Context: an optimization exercise on an open-source flow, tuned for small area, a short achievable clock period and few clock cycles. The choices shown serve that exercise and are no tape-out recipe. No run shown here included a check of the RTL's function; only the layout flow was run. Power figures rest on the tool's default switching activity, not on a simulated workload.

`flow/design.v`:
```
module msr_ring (
    input  wire        clk,
    input  wire        rst,
    input  wire        cmd_valid,
    output wire        cmd_ready,
    input  wire [1:0]  cmd_op,
    input  wire [15:0] cmd_arg,
    output reg         rsp_valid,
    output reg  [15:0] rsp_data
);
    localparam RING_CAP = 32;
    localparam R        = 2;             
    localparam NSTEP    = 16 / R;
    localparam OP_PUSH  = 2'd0;
    localparam OP_AVG   = 2'd1;
    localparam OP_SLOT  = 2'd2;
    localparam OP_CUR   = 2'd3;
    reg [15:0]   sr [0:RING_CAP-1];      
    reg [4:0]    cur;
    reg          full;                   
    reg [20:0]   sum;                    
    reg [6:0]    cur3;                   
    reg          ready;
    assign cmd_ready = ready;
    wire accept   = cmd_valid & ready & ~rst;
    wire push_now = accept & (cmd_op == OP_PUSH) & (cmd_arg != 16'd0);
    reg          v1;
    reg [1:0]    op1;
    reg          push1;                  
    reg  [16:0]  delta;                  
    reg          busy;
    reg [4:0]    rem;
    reg [2:0]    step;
    integer i;
    reg  [3:0]  pos_lo;
    reg  [7:0]  pos_hi;
    wire [4:0]  pos_nx = cur + ~cmd_arg[4:0];
    reg  [15:0] slot_val;
    integer j, k;
    always @* begin
        slot_val = 16'd0;
        for (j = 0; j < 8; j = j + 1)
            for (k = 0; k < 4; k = k + 1)
                slot_val = slot_val | ({16{pos_hi[j] & pos_lo[k]}} & sr[4*j+k]);
    end
    wire [15:0] old    = full ? sr[RING_CAP-1] : 16'd0;
    wire [20:0] sum_nx = push1 ? sum + {{4{delta[16]}}, delta} : sum;
    wire [6:0]  t  = {rem, sum[15:14]};
    wire [7:0]  e1 = {1'b0, t} - {3'b0, cur};
    wire [7:0]  e2 = {1'b0, t} - {2'b0, cur, 1'b0};
    wire [7:0]  e3 = {1'b0, t} - {1'b0, cur3};
    wire        g1 = ~e1[7];
    wire        g2 = ~e2[7];
    wire        g3 = ~e3[7];
    wire [4:0]  drem = g3 ? e3[4:0] : g2 ? e2[4:0] : g1 ? e1[4:0] : t[4:0];
    wire [1:0]  dq   = {g2, g3 | (g1 & ~g2)};
    always @(posedge clk) begin
        if (push_now) begin
            for (i = RING_CAP - 1; i > 0; i = i - 1)
                sr[i] <= sr[i-1];
            sr[0] <= cmd_arg;
        end
    end
    wire start_div = accept & (cmd_op == OP_AVG) & ~full & (cur != 5'd0);
    always @(posedge clk) begin
        op1    <= cmd_op;
        delta  <= {1'b0, cmd_arg} - {1'b0, old};
        pos_lo <= 4'd1 << pos_nx[1:0];
        pos_hi <= (full | (cmd_arg[4:0] < cur)) ? 8'd1 << pos_nx[4:2] : 8'd0;
        rem    <= start_div ? sum_nx[20:16] : drem;
        step   <= start_div ? 3'd0 : step + 3'd1;
        if (busy)
            rsp_data <= {rsp_data[15-R:0], dq};
        else
            case (op1)
                OP_PUSH: rsp_data <= 16'd0;
                OP_AVG:  rsp_data <= sum[20:5];      
                OP_SLOT: rsp_data <= slot_val;
                default: rsp_data <= {11'd0, cur};
            endcase
        if (rst) begin
            v1        <= 1'b0;
            push1     <= 1'b0;
            ready     <= 1'b1;
            cur       <= 5'd0;
            cur3      <= 7'd0;
            full      <= 1'b0;
            sum       <= 21'd0;
            busy      <= 1'b0;
            rsp_valid <= 1'b0;
        end else begin
            v1    <= accept;
            push1 <= push_now;
            if (push_now) begin
                cur  <= cur + 5'd1;
                cur3 <= cur3 + 7'd3;
                if (cur == 5'd31)
                    full <= 1'b1;
            end
            if (busy)
                sum <= {sum[20:16], sum[15-R:0], sum[15:16-R]};
            else
                sum <= sum_nx;
            if (busy && step == NSTEP - 2)
                ready <= 1'b1;
            if (busy && step == NSTEP - 1)
                busy <= 1'b0;
            if (start_div) begin
                busy  <= 1'b1;
                ready <= 1'b0;
            end
            rsp_valid <= busy ? (step == NSTEP - 1) : v1;
        end
    end
endmodule
```
`flow/config.mk`:
```
export PLATFORM = sky130hd
export DESIGN_NAME = msr_ring
export DESIGN_NICKNAME = msr_ring
export VERILOG_FILES = /design/flow/design.v
export SDC_FILE = /design/flow/constraint.sdc
export NUM_CORES = 4
export LEC_CHECK = 0
export ABC_CLOCK_PERIOD_IN_PS = 3000
export CAP_MARGIN = 20
export CORE_MARGIN = 2
export CORE_UTILIZATION = 40
export CTS_CLUSTER_DIAMETER = 120
export CTS_CLUSTER_SIZE = 24
export SETUP_SLACK_MARGIN = 5
export SLEW_MARGIN = 20
```
`flow/flow/run.sh`:
```
#!/bin/bash
# Layout flow: the standard flow (standard synthesis included), with the
# port buffers made plain buffers (buf_4) instead of the delay cells that
# buffer_ports otherwise picks. Each step's log stays in orfs/logs; make's
# own output goes to make_flow.log here.
set -euo pipefail
export BUFFER_PORTS_ARGS="-buffer_cell sky130_fd_sc_hd__buf_4"
bash standard.sh > make_flow.log 2>&1
```
`flow/constraint.sdc`:
```
create_clock -name core_clock -period 8.0 [get_ports {clk}]
set_input_delay 1.6000 -clock core_clock [delete_from_list [all_inputs] [get_ports {clk}]]
set_output_delay 1.6000 -clock core_clock [all_outputs]
set_load 0.01 [all_outputs]
```
`flow/standard.sh`:
```
#!/bin/bash
# synth_recipe.tcl (not shown) runs the flow's synth.tcl, then flattens the netlist and writes it again
# the make line also repeats each setting of config.mk as NAME=value (left out here)
make -C /OpenROAD-flow-scripts/flow DESIGN_CONFIG=/design/flow/config.mk WORK_HOME=/design/flow/orfs CLKGATE_MAP_FILE= SYNTH_SCRIPT=/design/flow/synth_recipe.tcl "${@:-finish}"
```
==> results of run 1 <==
==> Yosys cell counts (7+ instances only) <==
cell / count / share of area (%)
edfxtp_1: 512 / 63
a22oi_1: 112 / 3.5
dfxtp_1: 94 / 7.7
clkbuf_1: 88 / 1.4
nor2_1: 86 / 1.3
a22o_1: 72 / 2.6
a221oi_1: 70 / 2.5
a21oi_1: 68 / 1.4
ha_1: 68 / 3.5
nand2_1: 64 / 0.99
inv_1: 41 / 0.63
nand4_1: 40 / 1.0
o21ai_0: 37 / 0.76
xnor2_1: 37 / 1.3
and2_1: 33 / 0.85
nor3_1: 26 / 0.54
a211oi_1: 25 / 0.77
nand3_1: 23 / 0.47
a21o_1: 19 / 0.59
mux2i_1: 18 / 0.74
nor2b_1: 16 / 0.41
xor2_1: 11 / 0.40
nor4_1: 9 / 0.23
o21a_1: 8 / 0.25
nand2b_1: 7 / 0.18
==> final cells by class <==
type,count,share of cell area [%]
clock buffer,51,3.00
clock inverter,1,0.0742
inverter,43,0.658
multi-input combinational,916,25.3
sequential,606,64.0
tap,782,3.63
timing repair buffer,96,3.33
==> state kept, by name, indices dropped and copies added (netlist names), 2 cells and up <==
signal	flops
sr	512
sum	21
delta	17
rsp_data	16
pos_hi	8
cur3	7
cur	5
rem	5
pos_lo	4
step	3
op1	2
==> critical path: stages <==
cell and delay, ns:
buf_12 0.10, inv_12 0.03, ha_4 0.15, fa_2 0.35, nor2b_2 0.13, o21ai_2 0.07
a21boi_2 0.18, o211ai_1 0.26, a211oi_2 0.28, buf_4 0.17, nor4_4 0.04, o21bai_1 0.15
a21oi_1 0.08
==> power breakdown <==
part	internal, mW	switching (mW)	total (mW)	leakage (nW)
sequential	3.48	0.0706	3.55	5.42
combinational	0.232	0.312	0.544	3.00
clock	0.696	0.985	1.68	0.393
total	4.41	1.37	5.78	8.82
==> cells by family (layout without fill, tap and decap cells) <==
group	Yosys count	after routing	synth area share [%]
AO/OA/AOI/OAI	453	453	13.8
XOR/XNOR	48	48	1.73
adder cells (fa/ha/maj)	74	74	4.00
buffers and inverters	132	191	2.04
flip-flops	606	606	71.0
multiplexers	19	19	0.788
AND/OR/NAND/NOR	322	322	6.61
==> metal layers <==
layer | vias to the layer above | routed length, um
li1 | 6603 | -
met1 | 7816 | 30300
met2 | 801 | 29800
met3 | 115 | 6660
met4 | 0 | 2410
met5 | - | 0
==> through the flow <==
| step | area [um^2] | instances | hold slack (ns) |
|---|---|---|---|
| floorplan | 24400 | 1654 | 0.417 |
| global placement | 25700 | 2424 | 0.428 |
| detailed placement | 25700 | 2424 | 0.433 |
| CTS | 26800 | 2483 | 0.437 |
| global route | 27000 | 2495 | 0.450 |
| finish | 27000 | 2495 | 0.443 |
==> worst min-delay path by stage <==
stage          startpoint         to  slack (ns)  depth (start not counted)
6_report         sr[5][6]   sr[6][6]        0.44                          0
2_1_floorplan     step[0]    step[0]        0.42                          1
3_3_place_gp      step[0]    step[0]        0.43                          1
5_1_grt         sr[29][6]  sr[30][6]        0.45                          0
3_5_place_dp    sr[4][14]  sr[5][14]        0.43                          0
4_1_cts         sr[29][6]  sr[30][6]        0.44                          0
==> repair_timing <==
| action | 4_1_cts | 5_1_grt |
|---|---|---|
| gates resized for setup | 31 | 20 |
| endpoints found under the hold margin | 0 | 0 |
| endpoints found under the setup margin | 509 | 270 |
| setup buffers | 5 | 9 |
| cloned | 2 | 2 |
| pin swaps | 9 | 14 |
==> flow_summary.toml, run 1 <==
[placed_design]
gp_congestion = 0.902
dp_hpwl_um = 43200
post-place-ws_ns = 3.59
port_buffers = 38

[sta]
finalMaxSlewViolations = 0
finClkSkew_ns = 0.0199
finalHoldViolations = 0
setup_viol = 0
rsz0062_at_grt = "true"
fin_tns_setup_ns = 0
fin_ws_ns = 4.90
tightestPinTransition_ns = 0.905
fmax_ghz = 0.323
finalCritPeriodShare_pct = 38.7
min_period_ns = 3.10
relSlewSlack_pct = 39.6

[global_route]
grt_max_degree = 93
grt_pass1_wl_um = 98500
grt-busiest-layer = "met1"
antenna_found_initial = 0
use_met3_pct = 4.17
met2_usage_pct = 31.4
grt_pass1_vias = 14600
gr-usage-met1_pct = 31.8
track_usage_pct = 21.4
grt_overflow_total = 0

[job]
maxCapViolCount = 0

[floorplanning]
num_rows = 90
start_util_pct = 40.3
die_height_um = 250
fp.dieW_um = 250
dieArea_um2 = 62700
core_um2 = 60200
num_io_pins = 39

[power_and_ir_drop]
finalPower_mw = 5.78
p_leak_nw = 8.82
power_density_nw_per_um2 = 214
worst_ir_drop_vdd_mv = 0.171

[setup_path]
rrSetupSlack_ns = 5.03
timing.rr.start = "pos_hi[1]"
r2r_cells = 8
start_kind = "input pin"
worstSetupEndpointType = "flip-flop"
path_max_fanout = 3
r2r_end = "rsp_data[4]"
crit_start = "cmd_arg[0]"
crit_type = "in -> reg"
cp.required_ns = 8.50
crit_end = "delta[16]"
cp.arrival_ns = 3.60

[cells_and_area]
diodes = 0
synthToLayoutAreaGrowth_pct = 11.0
multiInputGateArea_um2 = 6840
final_common_cell = "edfxtp_1"
final_cell_mix = "edfxtp_1, a22oi_1, dfxtp_1"
drive_above_1_share_pct = 10.4
final_util_pct = 44.8
nets = 1787
seq_area_um2 = 17300
nFillCells = 5332

[clock_tree]
cts-root-buf = "clkbuf_16"
cts_tree = "yes"
clkTransAtPathRegs_ns = 0.09
cts.hold.buffers_added = 0
htreeDepth = 1
numCtsBuffers = 29
clk_path_buf_depth = 3
clock_latency_ns = 0.60
clkSinkCount = 606

[logic_synthesis]
synth.net_count = 1749
synthCells = 1654
synth_ff_type = "edfxtp_1"
ys_ff_latch = 606
yosysSeqAreaShare_pct = 71.0
avgSynthCellArea_um2 = 14.7
synth_edf_count = 512
syn_area_um2 = 24300
async_reset_ff_share_pct = 0
synthDistinctLibCells = 58
yosysWarnings = 2

[drt]
vias_per_cell = 6.15
drt-wirelength-per-cell_um = 27.7
drt_first_iter_violations = 2076
dr.pass1.iters = 5
drc = 0
vias = 15300
final_antenna_net_count = 0
totalWireLength_um = 69200

[hold_path]
min_path_type = "reg -> reg"

[status]
status = "timing/DRC/antenna clean"
==> run 2, diff against run 1 <==
==> flow/flow/run.sh (replaced) <==
#!/bin/bash
# Layout flow: the standard flow (standard synthesis included), with the
# port buffers made plain buffers (buf_4) instead of the delay cells that
# buffer_ports otherwise picks, and timing repair aimed at a tighter setup
# margin. Each step's log stays in orfs/logs; make's own output goes to
# make_flow.log here.
set -euo pipefail
export BUFFER_PORTS_ARGS="-buffer_cell sky130_fd_sc_hd__buf_4"
export SETUP_SLACK_MARGIN=5.25
bash standard.sh > make_flow.log 2>&1
--- a/flow/config.mk
+++ b/flow/config.mk
@@ -13,3 +13,2 @@
 export CTS_CLUSTER_SIZE = 24
-export SETUP_SLACK_MARGIN = 5
 export SLEW_MARGIN = 20
==> run 2 against run 1 <==
Against the previous run: clock-buffer cell count increased by 1; core utilization up 2.9 points; maximum frequency rose by 0.50%; flip-flop and latch count unchanged; non-clock buffer count rose by 77; combinational power grew 15%; sequential share of layout area decreased by 3.7 points; synthesized area did not move; critical path depth is 1 lower; largest power group unchanged.
==> flow_summary.toml, run 2 <==
[placed_design]
post-place-ws_ns = 3.42
gp_congestion = 0.889
port_buffers = 38
dp_hpwl_um = 43600

[logic_synthesis]
synth_top_cell_by_area = "edfxtp_1"
ys_ff_latch = 606
synthDistinctLibCells = 58
yosys-top-cells-count = "edfxtp_1, a22oi_1, dfxtp_1"
yosysWarnings = 2
synth_top_area_share_pct = 63.3
synth.net_count = 1749
synth_ff_type = "edfxtp_1"
async_reset_ff_share_pct = 0
syn_area_um2 = 24300
yosysMostFrequentCell = "edfxtp_1"
synth.area.top_cells = "edfxtp_1, dfxtp_1, ha_1"
synthCells = 1654
synth_edf_count = 512
avgSynthCellArea_um2 = 14.7
yosysSeqAreaShare_pct = 71.0

[sta]
fmax_ghz = 0.324
min_period_ns = 3.08
fin_ws_ns = 4.92
rsz0062_at_grt = "true"
fin_tns_setup_ns = 0
setup_viol = 0
finClkSkew_ns = 0.0268
finalHoldViolations = 0
finalMaxSlewViolations = 0
relSlewSlack_pct = 34.9
finalCritPeriodShare_pct = 38.6
tightestPinTransition_ns = 0.964

[cells_and_area]
nets = 1864
synthToLayoutAreaGrowth_pct = 18.1
final_cell_mix = "edfxtp_1, a22oi_1, buf_4"
diodes = 0
top_register = "sr"
largestRegisters = "sr: 512 flops, sum: 21 flops, delta: 17 flops"
nFillCells = 5073
final_common_cell = "edfxtp_1"
largest_reg_flops = 512
drive_above_1_share_pct = 16.9

[clock_tree]
numCtsBuffers = 29
cts-root-buf = "clkbuf_16"
clk_path_buf_depth = 3
cts.hold.buffers_added = 0
clkTransAtPathRegs_ns = 0.10
htreeDepth = 1
clock_latency_ns = 0.62
cts_tree = "yes"
clkSinkCount = 606

[setup_path]
path_max_fanout = 3
cp.arrival_ns = 3.59
rrSetupSlack_ns = 5.21
r2r_end = "rem[1]"
worstSetupEndpointType = "flip-flop"
slowest_stage = "a211oi_2"
r2r_cells = 9
timing.rr.start = "sum[6]"
start_kind = "input pin"
path_cells = "buf_12, inv_12, ha_4, fa_2, nor2b_2, o21ai_2, a21boi_2, o211ai_1, a211oi_2, nor4_2, o21bai_1, a21oi_1"
crit_buf_inv = 2
cp.required_ns = 8.50
max_stage_delay_ns = 0.37
crit_type = "in -> reg"
cp_top_family = "compound AO/OA/AOI/OAI gates"

[floorplanning]
dieArea_um2 = 62700
start_util_pct = 40.3
die_height_um = 250
fp.dieW_um = 250
num_io_pins = 39
num_rows = 90
core_um2 = 60200

[power_and_ir_drop]
worst_ir_drop_vdd_mv = 0.146
p_leak_nw = 9.53
power_density_nw_per_um2 = 204

[global_route]
grt_pass1_vias = 14800
track_usage_pct = 21.5
grt_overflow_total = 0
antenna_found_initial = 0
grt_max_degree = 87
grt_pass1_wl_um = 99700

[drt]
totalWireLength_um = 71900
vias = 15800
drt_first_iter_violations = 2023
vias_per_cell = 6.14
drt-wirelength-per-cell_um = 27.9
drc = 0
final_antenna_net_count = 0
dr.pass1.iters = 6

[hold_path]
hold_depth = 0
min_path_type = "reg -> reg"
whs_endpoint = "sr[5][2]"
hold_start = "sr[4][2]"

[status]
status = "timing/DRC/antenna clean"

[job]
maxCapViolCount = 0
[run 2: area by class of cell]
type                       count  area, um^2  share of cell area [%]
clock buffer                  52         812                    2.83
multi-input combinational    916        7140                    24.9
clock inverter                 1        20.0                  0.0697
tap                          782         978                    3.41
timing repair buffer         173        2280                    7.95
inverter                      43         178                   0.619
sequential                   606       17300                    60.3
[run 2: stage by stage]
step                      total power [mW]  util, %  area [um^2]  std cells  hold WS [ns]
after floorplan                       3.97        -        24500       1654         0.417
after global placement                4.12     42.7        25700       2426         0.430
after detailed placement              4.14     42.7        25700       2427         0.433
after CTS                             5.80     45.3        27300       2503         0.442
after global routing                  6.05     47.6        28700       2573         0.453
final                                 5.85     47.6        28700       2573         0.437
[run 2: how the worst max path moves through the flow]
| stage | startpoint | end | slack [ns] | cells past startpoint |
|---|---|---|---|---|
| 2_1_floorplan | rst | cur[3] | 4.06 | 6 |
| 3_3_place_gp | rst | sr[31][7] | 3.47 | 5 |
| 3_5_place_dp | rst | sr[30][8] | 3.42 | 5 |
| 4_1_cts | cmd_arg[0] | delta[16] | 4.96 | 12 |
| 5_1_grt | cmd_arg[0] | delta[14] | 4.81 | 12 |
| 6_report | cmd_arg[0] | delta[16] | 4.92 | 12 |
[run 2: what timing repair did]
action	in CTS	in global routing
endpoints found under the setup margin	551	413
pin swaps	22	35
resized for setup	79	90
setup buffers	18	29
gates cloned	5	41
[run 2: cells by family after synthesis]
kind of cell               share of synthesized area, %
adders and majority gates                          4.00
DFF                                                71.0
muxes                                             0.788
buffers and inverters                              2.04
xor gates and xnor gates                           1.73
and+or+nand+nor                                    6.61
AOI/OAI and AO/OA                                  13.8
[run 2: metal layers]
layer,vias up,share of wire (%),track usage (%)
li1,6769,-,-
met2,929,43,31.0
met5,-,0,0
met4,0,4.1,6.89
met3,143,11,4.61
met1,7969,43,32.2
[run 2: power by group]
group / switching (mW) / internal [mW] / total, mW
registers: 0.0720 / 3.48 / 3.55
logic: 0.338 / 0.287 / 0.624
clock network: 0.982 / 0.698 / 1.68

[static timing again, ports no longer ideal]
No port has a modelled driver above. Below, the same layouts with a new extraction and two added sets of constraints.
Step 1: set_driving_cell puts a clkbuf_16 on clk and a buf_2 on each other input, an assumption about the parent block.
Step 2 times the ports against the registers' clock, not the clock port: input delays grow and output delays shrink by t, the midpoint of the rising clock arrivals with the driver on.
Slacks: ideal ports / drivers / drivers and shift; pairs: ideal ports / drivers.
run | t, ns | setup WS [ns] | worst setup path after step 2 | latest minus earliest clock arrival (ns) | worst register clock-pin slew, ns
run 1 | 0.659 | 4.900 / 4.898 / 4.240 | input to register | 0.027 / 0.027 | 0.10 / 0.10
run 2 | 0.663 | 4.916 / 4.908 / 4.245 | input to register | 0.033 / 0.033 | 0.10 / 0.10
After both steps setup and hold are still met in every run listed. For run 2, which loses most, drivers alone change the setup slack by -0.008 ns; drivers and shift together by -0.671 ns.
